What follows belongs to an exercise in optimizing a design on an open flow for small area, a short achievable clock period and few clock cycles per item; a production flow would make more cautious choices.
The RTL was checked by simulation tests, not by an equivalence proof against the original design.
No activity file was given, so power comes from the tool's default toggle rates.

`flow/config.mk`:
```
export PLATFORM = sky130hd
export DESIGN_NAME = dmac_prog_builder
export DESIGN_NICKNAME = dmac_prog_builder
export VERILOG_FILES = /design/flow/design.v
export SDC_FILE = /design/flow/constraint.sdc
export NUM_CORES = 4
export LEC_CHECK = 0
export CAP_MARGIN = 20
export CORE_MARGIN = 2
export CORE_UTILIZATION = 40
export SLEW_MARGIN = 20
```
`flow/constraint.sdc`:
```
create_clock -name core_clock -period 8.0 [get_ports {clk}]
set_input_delay 1.6000 -clock core_clock [delete_from_list [all_inputs] [get_ports {clk}]]
set_output_delay 1.6000 -clock core_clock [all_outputs]
set_load 0.01 [all_outputs]
```
`flow/design.v`:
```
module dmac_prog_builder (
    input  wire        clk,
    input  wire        rst,
    input  wire        cmd_valid,
    output wire        cmd_ready,
    input  wire        cmd_zf,          
    input  wire [31:0] cmd_src,
    input  wire [31:0] cmd_dst,
    input  wire [31:0] cmd_size,
    input  wire [2:0]  cmd_bsz,
    input  wire [4:0]  cmd_blen,
    input  wire [2:0]  cmd_ssz,
    input  wire [5:0]  cmd_periph,
    input  wire [1:0]  cmd_kind,        
    input  wire        cmd_cache,
    input  wire        cmd_nonsecure,
    input  wire [31:0] cmd_buf_base,
    input  wire [31:0] cmd_buf_cap,
    output wire        wr_valid,
    input  wire        wr_ready,
    output wire [31:0] wr_addr,
    output wire [7:0]  wr_data,
    output reg         res_valid,
    output reg  [1:0]  res_status,      
    output reg  [3:0]  res_cause,
    output reg  [31:0] res_length,
    output reg  [31:0] res_needed,
    output reg  [3:0]  res_residual
);
    localparam MAX_BURST_EXP = 3'd4;
    localparam K_M2M = 2'd0;
    localparam K_M2P = 2'd1;
    localparam K_P2M = 2'd2;
    localparam ST_OK   = 2'd0;
    localparam ST_VERR = 2'd1;
    localparam ST_OVF  = 2'd2;
    localparam S_IDLE  = 3'd0;
    localparam S_CHECK = 3'd1;
    localparam S_DIV   = 3'd2;
    localparam S_PLAN  = 3'd3;
    localparam S_EMIT  = 3'd4;
    localparam S_RESP  = 3'd5;
    localparam I_SAR    = 4'd0;
    localparam I_DAR    = 4'd1;
    localparam I_FLUSH  = 4'd2;
    localparam I_CCRB   = 4'd3;
    localparam I_PSEL   = 4'd4;
    localparam I_LP1    = 4'd5;
    localparam I_LP0    = 4'd6;
    localparam I_BODY   = 4'd7;
    localparam I_LPEND0 = 4'd8;
    localparam I_LPEND1 = 4'd9;
    localparam I_CCRT   = 4'd10;
    localparam I_END    = 4'd11;
    localparam I_FIN    = 4'd12;
    reg [2:0]  state;
    reg        r_zf;
    reg [31:0] r_src, r_dst, r_size;
    reg [2:0]  r_bsz, r_ssz;
    reg [4:0]  r_blen;
    reg [5:0]  r_periph;
    reg [1:0]  r_kind;
    reg        r_cache, r_nonsecure;
    reg [31:0] r_base, r_cap;
    reg [31:0] ccr_burst, ccr_tail;
    reg [8:0]  unit_b;           
    reg [31:0] div_q;            
    reg [8:0]  div_r;            
    reg [5:0]  div_cnt;
    reg [15:0] full_left;        
    reg        mid_pend;         
    reg [7:0]  mid_c1;           
    reg        lo_pend;          
    reg [8:0]  lo_c0;            
    reg        tail_pend;        
    reg [7:0]  tail_c0;          
    reg [31:0] required;
    reg [3:0]  ip;
    reg [2:0]  bi;               
    reg        tail_phase;
    reg        outer;            
    reg [7:0]  c0_enc, c1_enc;   
    reg [31:0] off;
    reg [31:0] frame0, frame1;
    reg [47:0] sh;               
    reg [2:0]  cnt;              
    wire       periph_kind = (r_kind != K_M2M);
    wire [7:0] pp          = {r_periph[4:0], 3'b000};
    reg        v_err;
    reg [3:0]  v_cause;
    wire [32:0] buf_end = {1'b0, r_base} + {1'b0, r_cap};
    wire [31:0] bsz_mask = (32'd1 << r_bsz) - 32'd1;
    always @(*) begin
        v_err   = 1'b1;
        v_cause = 4'd0;
        if (r_zf) begin
            if (r_dst[3:0] != 4'd0)                       v_cause = 4'd6;
            else if (buf_end > 33'h1_0000_0000)           v_cause = 4'd8;
            else                                          v_err   = 1'b0;
        end else begin
            if (r_kind == 2'd3)                           v_cause = 4'd10;
            else if (r_bsz > MAX_BURST_EXP)               v_cause = 4'd1;
            else if (r_ssz > MAX_BURST_EXP || r_ssz > r_bsz) v_cause = 4'd2;
            else if (r_blen < 5'd1 || r_blen > 5'd16)     v_cause = 4'd3;
            else if (periph_kind && r_periph > 6'd31)     v_cause = 4'd4;
            else if ((r_src & bsz_mask) != 32'd0)         v_cause = 4'd5;
            else if ((r_dst & bsz_mask) != 32'd0)         v_cause = 4'd6;
            else if (buf_end > 33'h1_0000_0000)           v_cause = 4'd8;
            else                                          v_err   = 1'b0;
        end
    end
    function [31:0] ccr;
        input [2:0] e;
        input [4:0] l;
        input       si, di;
        input [2:0] sc, dc, p;
        reg   [3:0] lm1;
        begin
            lm1 = l[3:0] - 4'd1;
            ccr = {4'd0, dc, p, lm1, e, di, sc, p, lm1, e, si};
        end
    endfunction
    wire       c_si = r_zf ? 1'b0 : (r_kind != K_P2M);
    wire       c_di = r_zf ? 1'b1 : (r_kind != K_M2P);
    wire [2:0] c_sc = (!r_zf && r_cache && r_kind != K_P2M) ? 3'd7 : 3'd1;
    wire [2:0] c_dc = (!r_zf && r_cache && r_kind != K_M2P) ? 3'd7 : 3'd1;
    wire [2:0] c_p  = (!r_zf && r_nonsecure) ? 3'b010 : 3'b000;
    wire [2:0] e_b  = r_zf ? 3'd4  : r_bsz;
    wire [4:0] l_b  = r_zf ? 5'd16 : r_blen;
    wire [2:0] e_t  = r_zf ? 3'd0  : r_ssz;
    wire [2:0]  body_len = r_zf ? 3'd3 : (periph_kind ? 3'd7 : 3'd4);
    wire [4:0]  len_outer = 5'd8 + {2'd0, body_len};    
    wire [4:0]  len_inner = 5'd4 + {2'd0, body_len};    
    wire [4:0]  hdr_len   = r_zf ? 5'd12 : (periph_kind ? 5'd20 : 5'd18);
    wire [31:0] n_units = div_q;
    wire [8:0]  rem1    = div_r;
    wire [7:0]  t_units = rem1[7:0] >> e_t;
    wire [3:0]  resid   = rem1[3:0] & ((4'd1 << e_t) - 4'd1);
    wire [15:0] r_units = n_units[15:0];
    wire        has_mid = (r_units > 16'd256);
    wire        has_lo  = has_mid ? (r_units[7:0] != 8'd0) : (r_units != 16'd0);
    wire [8:0]  lo_cnt  = has_mid ? {1'b0, r_units[7:0]} : r_units[8:0];
    wire [31:0] req_size = {27'd0, hdr_len}
                         + n_units[31:16] * len_outer
                         + (has_mid ? {27'd0, len_outer} : 32'd0)
                         + (has_lo  ? {27'd0, len_inner} : 32'd0)
                         + ((t_units       != 8'd0) ? {27'd0, len_inner} : 32'd0)
                         + 32'd7;
    reg        n_emit;           
    reg [2:0]  n_len;
    reg [47:0] n_bytes;          
    wire       g_burst = ~tail_phase;
    wire [7:0] bjump0 = off[7:0] - frame0[7:0];
    wire [7:0] bjump1 = off[7:0] - frame1[7:0];
    always @(*) begin
        n_emit  = 1'b1;
        n_len   = 3'd1;
        n_bytes = 48'd0;
        case (ip)
            I_SAR:    begin n_len = 3'd6; n_bytes = {r_src, 8'h00, 8'hBC}; end
            I_DAR:    begin n_len = 3'd6; n_bytes = {r_dst, 8'h02, 8'hBC}; end
            I_FLUSH:  begin n_len = 3'd2; n_bytes = {32'd0, pp, 8'h35}; end
            I_CCRB:   begin n_len = 3'd6; n_bytes = {ccr_burst, 8'h01, 8'hBC}; end
            I_CCRT:   begin n_len = 3'd6; n_bytes = {ccr_tail, 8'h01, 8'hBC}; end
            I_LP1:    begin n_len = 3'd2; n_bytes = {32'd0, c1_enc, 8'h22}; end
            I_LP0:    begin n_len = 3'd2; n_bytes = {32'd0, c0_enc, 8'h20}; end
            I_LPEND0: begin n_len = 3'd2; n_bytes = {32'd0, bjump0, 8'h38}; end
            I_LPEND1: begin n_len = 3'd2; n_bytes = {32'd0, bjump1, 8'h3C}; end
            I_END:    begin n_len = 3'd1; n_bytes = 48'h00; end
            I_BODY: begin
                if (r_zf) begin
                    case (bi)
                        3'd0:    n_bytes = 48'h12;           
                        3'd1:    n_bytes = 48'h0C;           
                        default: n_bytes = 48'h13;           
                    endcase
                end else if (!periph_kind) begin
                    case (bi)
                        3'd0:    n_bytes = 48'h04;           
                        3'd1:    n_bytes = 48'h12;           
                        3'd2:    n_bytes = 48'h08;           
                        default: n_bytes = 48'h13;           
                    endcase
                end else begin
                    case (bi)
                        3'd0:    begin n_len = 3'd2; n_bytes = {32'd0, pp, 6'b001100, g_burst, 1'b0}; end  
                        3'd1:    n_bytes = 48'h04;           
                        3'd2:    n_bytes = 48'h12;           
                        3'd3:    begin n_len = 3'd2; n_bytes = {32'd0, pp, 6'b001010, g_burst, 1'b1}; end  
                        default: n_bytes = 48'h13;           
                    endcase
                end
            end
            default:  begin n_emit = 1'b0; n_len = 3'd0; end
        endcase
    end
    wire [2:0]  body_last = r_zf ? 3'd2 : (periph_kind ? 3'd4 : 3'd3);   
    wire [32:0] off_after = {1'b0, off} + {30'd0, n_len};
    wire        no_room   = off_after > {1'b0, r_cap};
    assign cmd_ready = (state == S_IDLE);
    assign wr_valid  = (state == S_EMIT) && (cnt != 3'd0);
    assign wr_addr   = r_base + off;
    assign wr_data   = sh[7:0];
    always @(posedge clk) begin
        if (rst) begin
            state     <= S_IDLE;
            res_valid <= 1'b0;
        end else begin
            res_valid <= 1'b0;
            case (state)
                S_IDLE: begin
                    if (cmd_valid) begin
                        r_zf        <= cmd_zf;
                        r_src       <= cmd_src;
                        r_dst       <= cmd_dst;
                        r_size      <= cmd_size;
                        r_bsz       <= cmd_bsz;
                        r_blen      <= cmd_blen;
                        r_ssz       <= cmd_ssz;
                        r_periph    <= cmd_periph;
                        r_kind      <= cmd_kind;
                        r_cache     <= cmd_cache;
                        r_nonsecure <= cmd_nonsecure;
                        r_base      <= cmd_buf_base;
                        r_cap       <= cmd_buf_cap;
                        state       <= S_CHECK;
                    end
                end
                S_CHECK: begin
                    if (v_err) begin
                        res_status   <= ST_VERR;
                        res_cause    <= v_cause;
                        res_length   <= 32'd0;
                        res_needed   <= 32'd0;
                        res_residual <= 4'd0;
                        state        <= S_RESP;
                    end else begin
                        ccr_burst <= ccr(e_b, l_b, c_si, c_di, c_sc, c_dc, c_p);
                        ccr_tail  <= ccr(e_t, 5'd1, c_si, c_di, c_sc, c_dc, c_p);
                        unit_b    <= {4'd0, l_b} << e_b;
                        div_q     <= r_size;
                        div_r     <= 9'd0;
                        div_cnt   <= 6'd0;
                        state     <= S_DIV;
                    end
                end
                S_DIV: begin
                    if ({div_r[7:0], div_q[31]} >= unit_b) begin
                        div_r <= {div_r[7:0], div_q[31]} - unit_b;
                        div_q <= {div_q[30:0], 1'b1};
                    end else begin
                        div_r <= {div_r[7:0], div_q[31]};
                        div_q <= {div_q[30:0], 1'b0};
                    end
                    div_cnt <= div_cnt + 6'd1;
                    if (div_cnt == 6'd31)
                        state <= S_PLAN;
                end
                S_PLAN: begin
                    full_left  <= n_units[31:16];
                    mid_pend   <= has_mid;
                    mid_c1     <= r_units[15:8];
                    lo_pend    <= has_lo;
                    lo_c0      <= lo_cnt;
                    tail_pend  <= (t_units != 8'd0);
                    tail_c0    <= t_units;
                    required   <= req_size;
                    res_residual <= resid;
                    off        <= 32'd0;
                    frame0     <= 32'd0;
                    frame1     <= 32'd0;
                    cnt        <= 3'd0;
                    tail_phase <= 1'b0;
                    ip         <= r_zf ? I_DAR : I_SAR;
                    state      <= S_EMIT;
                end
                S_EMIT: begin
                    if (cnt != 3'd0) begin
                        if (wr_ready) begin
                            sh  <= {8'd0, sh[47:8]};
                            cnt <= cnt - 3'd1;
                            off <= off + 32'd1;
                        end
                    end else if (n_emit) begin
                        if (no_room) begin
                            res_status <= ST_OVF;
                            res_length <= off;
                            res_needed <= required;
                            state      <= S_RESP;
                        end else begin
                            sh  <= n_bytes;
                            cnt <= n_len;
                            case (ip)
                                I_SAR:    ip <= I_DAR;
                                I_DAR:    ip <= (r_zf || !periph_kind) ? I_CCRB : I_FLUSH;
                                I_FLUSH:  ip <= I_CCRB;
                                I_CCRB:   ip <= I_PSEL;
                                I_CCRT:   begin ip <= I_PSEL; tail_phase <= 1'b1; end
                                I_LP1:    begin ip <= I_LP0; frame1 <= off + 32'd2; end
                                I_LP0:    begin ip <= I_BODY; bi <= 3'd0; frame0 <= off + 32'd2; end
                                I_BODY: begin
                                    if (bi == body_last) ip <= I_LPEND0;
                                    bi <= bi + 3'd1;
                                end
                                I_LPEND0: ip <= outer ? I_LPEND1 : I_PSEL;
                                I_LPEND1: ip <= I_PSEL;
                                default:  ip <= I_FIN;           
                            endcase
                        end
                    end else if (ip == I_PSEL) begin
                        if (!tail_phase) begin
                            if (full_left != 16'd0) begin
                                full_left <= full_left - 16'd1;
                                outer  <= 1'b1;
                                c1_enc <= 8'd255;
                                c0_enc <= 8'd255;
                                ip     <= I_LP1;
                            end else if (mid_pend) begin
                                mid_pend <= 1'b0;
                                outer  <= 1'b1;
                                c1_enc <= mid_c1 - 8'd1;
                                c0_enc <= 8'd255;
                                ip     <= I_LP1;
                            end else if (lo_pend) begin
                                lo_pend <= 1'b0;
                                outer  <= 1'b0;
                                c0_enc <= lo_c0[7:0] - 8'd1;
                                ip     <= I_LP0;
                            end else begin
                                ip     <= I_CCRT;
                            end
                        end else begin
                            if (tail_pend) begin
                                tail_pend <= 1'b0;
                                outer  <= 1'b0;
                                c0_enc <= tail_c0 - 8'd1;
                                ip     <= I_LP0;
                            end else begin
                                ip     <= I_END;
                            end
                        end
                    end else begin
                        res_status <= ST_OK;
                        res_length <= off;
                        res_needed <= required;
                        state      <= S_RESP;
                    end
                end
                S_RESP: begin
                    res_valid <= 1'b1;
                    state     <= S_IDLE;
                end
                default: state <= S_IDLE;
            endcase
        end
    end
endmodule
```
`flow/run.sh`:
```
#!/bin/bash
# synth_recipe.tcl (not shown) runs the flow's synth.tcl, then flattens the netlist and writes it again
# the make line also repeats each setting of config.mk as NAME=value (left out here)
make -C /OpenROAD-flow-scripts/flow DESIGN_CONFIG=/design/flow/config.mk WORK_HOME=/design/flow/orfs CLKGATE_MAP_FILE= SYNTH_SCRIPT=/design/flow/synth_recipe.tcl finish
```
==> flow_summary.html <==
<table>
<tr><th>Metric</th><th>Value</th></tr>
<tr><th colspan="2">CTS</th></tr>
<tr><td>Post-CTS Setup Bufs</td><td>0</td></tr>
<tr><td>Clock tree from TritonCTS</td><td>done</td></tr>
<tr><td>Total clock buffers created by CTS</td><td>57</td></tr>
<tr><td>Clock-pin slew of the registers on the worst-case setup and hold paths</td><td>60 ps</td></tr>
<tr><td>CTS Sinks</td><td>509</td></tr>
<tr><td>H-Tree Depth</td><td>2</td></tr>
<tr><td>Longest Clk Path Bufs</td><td>3</td></tr>
<tr><td>Count of hold-fix buffers inserted at cts</td><td>0</td></tr>
<tr><td>Clock latency reported for the late side of the worst-skew pair</td><td>about 650 ps</td></tr>
<tr><td>Cell chosen for the clock root</td><td>sky130_fd_sc_hd__clkbuf_16</td></tr>
<tr><td>Number of instances resized during post-cts repair</td><td>0</td></tr>
<tr><th colspan="2">Global route</th></tr>
<tr><td>Antenna violations before repair</td><td>2</td></tr>
<tr><td>Total global-route track usage</td><td>a little over a fifth</td></tr>
<tr><td>GRT overflow</td><td>0</td></tr>
<tr><td>Largest net degree at the start of global routing</td><td>135</td></tr>
<tr><td>Global-route wire length before repair</td><td>131200 um</td></tr>
<tr><td>Number of global-route vias before repair</td><td>22170</td></tr>
<tr><th colspan="2">STA</th></tr>
<tr><td>Fraction of the cycle the final worst path needs</td><td>92.69%</td></tr>
<tr><td>Final WS setup</td><td>584.6 ps</td></tr>
<tr><td>Final Slew Violations</td><td>0</td></tr>
<tr><td>Highest attainable clock frequency</td><td>134.9 MHz</td></tr>
<tr><td>Final Hold Vio Count</td><td>0</td></tr>
<tr><td>Total setup violations reported at the end of the flow</td><td>0</td></tr>
<tr><td>Tightest Pin Transition</td><td>1116 ps</td></tr>
<tr><td>Worst setup skew after layout</td><td>27.93 ps</td></tr>
<tr><td>Summed negative setup slack over all endpoints</td><td>0 ps</td></tr>
<tr><td>Tightest slew margin relative to the limit</td><td>24.81%</td></tr>
<tr><td>Unrepaired setup endpoints after global routing</td><td>false</td></tr>
<tr><td>Clock period minus final worst setup slack</td><td>7415 ps</td></tr>
<tr><th colspan="2">Floorplan</th></tr>
<tr><td>DIE HEIGHT</td><td>~280 um</td></tr>
<tr><td>Total die area</td><td>between 0.07 and 0.08 sq mm</td></tr>
<tr><td>Row count</td><td>100</td></tr>
<tr><td>Die W</td><td>about 280 um</td></tr>
<tr><td>Placeable core region</td><td>0.07432 sq mm</td></tr>
<tr><td>I/O Pins</td><td>303</td></tr>
<tr><td>Initial core utilization</td><td>40.33%</td></tr>
<tr><th colspan="2">Power and ir drop</th></tr>
<tr><td>Part of the total power dissipated in combinational logic</td><td>24.9%</td></tr>
<tr><td>Part of the total power dissipated in sequential elements</td><td>42.9%</td></tr>
<tr><td>Net switching share of the total power</td><td>30.15%</td></tr>
<tr><td>Clk pwr share</td><td>32.3%</td></tr>
<tr><td>Power Dens Cells</td><td>222.3 mW/mm^2</td></tr>
<tr><td>Peak supply drop</td><td>149.8 uV</td></tr>
<tr><td>Internal power of the cells</td><td>~5.5 mW</td></tr>
<tr><td>Switching power</td><td>2.393 mW</td></tr>
<tr><td>Static Leak</td><td>13.39 nW</td></tr>
<tr><th colspan="2">Setup path</th></tr>
<tr><td>Category of cells accounting for the largest share of critical-path delay</td><td>compound AO/OA/AOI/OAI gates</td></tr>
<tr><td>Combined buffer and inverter count along the critical path</td><td>4</td></tr>
<tr><td>Signal arrival time at the worst endpoint</td><td>7800 ps</td></tr>
<tr><td>Crit start category</td><td>register</td></tr>
<tr><td>Crit end category</td><td>register</td></tr>
<tr><td>Worst-case register-to-register setup slack</td><td>slightly below 600 ps</td></tr>
<tr><td>Crit Path Category</td><td>reg2reg</td></tr>
<tr><td>Worst Path Required</td><td>8380 ps</td></tr>
<tr><td>Largest stage delay on the critical path</td><td>~520 ps</td></tr>
<tr><td>Max Fanout on Critical Path</td><td>7</td></tr>
<tr><td>Source of the critical timing path</td><td>r_ssz[0]</td></tr>
<tr><td>Critical R2R Launch</td><td>r_ssz[0]</td></tr>
<tr><td>Highest-delay cell along the critical path</td><td>sky130_fd_sc_hd__fa_1</td></tr>
<tr><th colspan="2">Route</th></tr>
<tr><td>DRT Wirelength</td><td>87230 um</td></tr>
<tr><td>Number of iterations in the first detailed-routing pass</td><td>8</td></tr>
<tr><td>Remaining DRCs</td><td>0</td></tr>
<tr><td>Total number of vias</td><td>22480</td></tr>
<tr><td>Wire length per cell</td><td>around 22 um</td></tr>
<tr><td>Number of nets with antenna violations after routing</td><td>0</td></tr>
<tr><td>Violation count after the first detailed-routing iteration</td><td>1705</td></tr>
<tr><td>Via density</td><td>5.603</td></tr>
<tr><th colspan="2">Place</th></tr>
<tr><td>Number of placed cells counting well taps</td><td>3906</td></tr>
<tr><td>Pre-CTS WS</td><td>roughly 730 ps</td></tr>
<tr><td>Placed wire-length estimate after detailed placement</td><td>66120 um</td></tr>
<tr><td>Placer Congestion</td><td>0.9252</td></tr>
<tr><td>Buffers added on ports</td><td>292</td></tr>
<tr><th colspan="2">Layout</th></tr>
<tr><td>Fraction of final layout cells sized beyond drive strength 1</td><td>between 5 and 6%</td></tr>
<tr><td>Final core utilization</td><td>48.04%</td></tr>
<tr><td>Layout-stage area growth over the synthesis result</td><td>19.11%</td></tr>
<tr><td>Count of placed standard cells in the final layout, fillers left out</td><td>4012</td></tr>
<tr><td>Final net count</td><td>3434</td></tr>
<tr><th colspan="2">Logic synthesis</th></tr>
<tr><td>Number of warnings reported in the yosys synthesis log</td><td>1</td></tr>
<tr><td>Total standard cell area after synthesis</td><td>0.02997 sq mm</td></tr>
<tr><td>FFs w/ async S/R, synth</td><td>0%</td></tr>
<tr><td>Average footprint of a synthesized cell</td><td>between 10 and 15 sq um</td></tr>
<tr><td>Most frequently used flop master after synthesis</td><td>sky130_fd_sc_hd__edfxtp_1</td></tr>
<tr><td>Sequential element share of the synthesized area</td><td>roughly 51%</td></tr>
<tr><td>Cell variety after synth</td><td>90</td></tr>
<tr><td>Gate count of the mapped netlist</td><td>approximately 2700</td></tr>
<tr><td>Flop and latch count out of synthesis</td><td>509</td></tr>
<tr><td>EDFF count, synth</td><td>around 510</td></tr>
<tr><th colspan="2">Min path</th></tr>
<tr><td>Hold Crit Start</td><td>div_q[11]</td></tr>
<tr><td>Hold WC Path Type</td><td>reg2reg</td></tr>
<tr><th colspan="2">Outcome</th></tr>
<tr><td>Status</td><td>no timing/DRC/antenna violations</td></tr>
<tr><th colspan="2">Flow run</th></tr>
<tr><td>Number of max-cap violations</td><td>0</td></tr>
</table>
cells in the final DEF, fill, tap and decap left out, drive strengths merged, types with 30 or more instances in the layout:
master / instances
and3: 77
ha: 203
a21o: 48
a22oi: 32
and2: 33
nand2: 261
xnor2: 91
edfxtp: 505
o21ai: 139
nor3: 70
nand2b: 31
clkinv: 30
nand4: 39
xor2: 55
nor2: 205
clkdlybuf4s50: 292
clkbuf: 69
inv: 149
a21oi: 157
fa: 49
nand3: 54
nor2b: 49
layout make-up:
cell class	instances	area, sq um
fill	6762	38620
inverter	151	566.8
multi-input combinational	1959	13710
clock inverter	35	307.8
sequential	509	15250
antenna	2	5.005
timing repair buffer	318	3156
tap	969	1212
clock buffer	69	1493
cells in the mapped netlist (18+ instances only):
library cell               count  area [sq um]
sky130_fd_sc_hd__clkbuf_1     96         360.4
sky130_fd_sc_hd__nand2b_1     31         193.9
sky130_fd_sc_hd__a21o_1       48         360.4
sky130_fd_sc_hd__ha_1        203          2540
sky130_fd_sc_hd__inv_1       147         551.8
sky130_fd_sc_hd__a21oi_1     155         775.7
sky130_fd_sc_hd__nand2_1     261         979.7
sky130_fd_sc_hd__mux2i_1      21         210.2
sky130_fd_sc_hd__nand4_1      39         244.0
sky130_fd_sc_hd__nor4_1       26         162.7
sky130_fd_sc_hd__or3_1        27         168.9
sky130_fd_sc_hd__and2_1       33         206.5
sky130_fd_sc_hd__fa_1         49         980.9
sky130_fd_sc_hd__xnor2_1      91         797.0
sky130_fd_sc_hd__o21ai_0     138         690.7
sky130_fd_sc_hd__nor3_1       69         345.3
sky130_fd_sc_hd__a22oi_1      32         240.2
sky130_fd_sc_hd__and3_1       77         481.7
sky130_fd_sc_hd__edfxtp_1    505         15160
sky130_fd_sc_hd__nor2_1      205         769.5
sky130_fd_sc_hd__nor2b_1      49         306.5
sky130_fd_sc_hd__buf_4        18         135.1
sky130_fd_sc_hd__xor2_1       55         481.7
sky130_fd_sc_hd__nand3_1      54         270.3
power groups by stage:
stage / registers (mW) / clock network, mW / logic [mW]
6_report: 3.40 / 2.56 / 1.97
3_5_place_dp: 3.45 / 0 / 1.96
3_3_place_gp: 3.45 / 0 / 1.94
4_1_cts: 3.40 / 2.62 / 1.98
2_1_floorplan: 3.41 / 0 / 1.25
5_1_grt: 3.42 / 2.71 / 2.19
sequential cells by signal, indices dropped and copies added, names as in the netlist, 9 cells and up:
register	count
full_left	16
ccr_burst	12
res_length	32
res_needed	22
r_base	32
r_src	32
r_dst	32
div_q	32
off	32
sh	48
r_cap	32
required	22
r_size	32
unit_b	9
stage by stage:
step / instance area [sq um] / power [mW] / hold WS, ps
after floorplan: 30010 / 4.660 / 440.5
after global placement: 33890 / 5.391 / 448.9
after detailed placement: 33890 / 5.419 / 471.4
after CTS: 35690 / 8.000 / 483.4
after global routing: 35700 / 8.322 / 502.0
final: 35700 / 7.936 / 481.4
kinds of logic after synthesis:
family          synth area share, %
simple gates                  15.23
compound gates                13.02
flops                         50.86
buf+inv                       3.761
fa+ha+maj                     11.81
xor+xnor                      4.266
mux                           1.039
other cells                 0.01251
worst paths after layout:
path                  endpoint  cells after the start
hold reg to reg      mid_c1[3]                      0
setup reg to reg  required[20]                     26
hold / removal       mid_c1[3]                      0
setup / recovery  required[20]                     26
routing by layer:
layer	wire (um)	GRT usage, %
met1	36920	28.31
met4	2393	6.597
met2	43360	38.13
met3	4555	2.872
met5	0	0
Testbench counts, summed over its fixed seeds: cycles 40,137, builds 384.

==> afterwards: timing with drivers on the ports <==
The results above use ideal ports. As a check the final layout listed here was re-extracted and re-timed, cells and wires unchanged. Step 1, drivers: a clkbuf_16 drives clk and a buf_2 each remaining input, both assumed. Step 2, shift: input delay + t, output delay - t, t = (earliest + latest rising clock arrival at the registers) / 2. This alone moves slack from input paths to output paths. a / b / c = ideal / step 1 / step 2; a / b = the first two.
t, ns: 0.699
setup WS [ns]: 0.585 / 0.585 / 0.585
clock arrival spread, ns: 0.029 / 0.028
After both steps setup and hold are still met in this run. For this run, drivers alone change the setup slack by 0.000 ns; drivers and shift together by 0.000 ns.
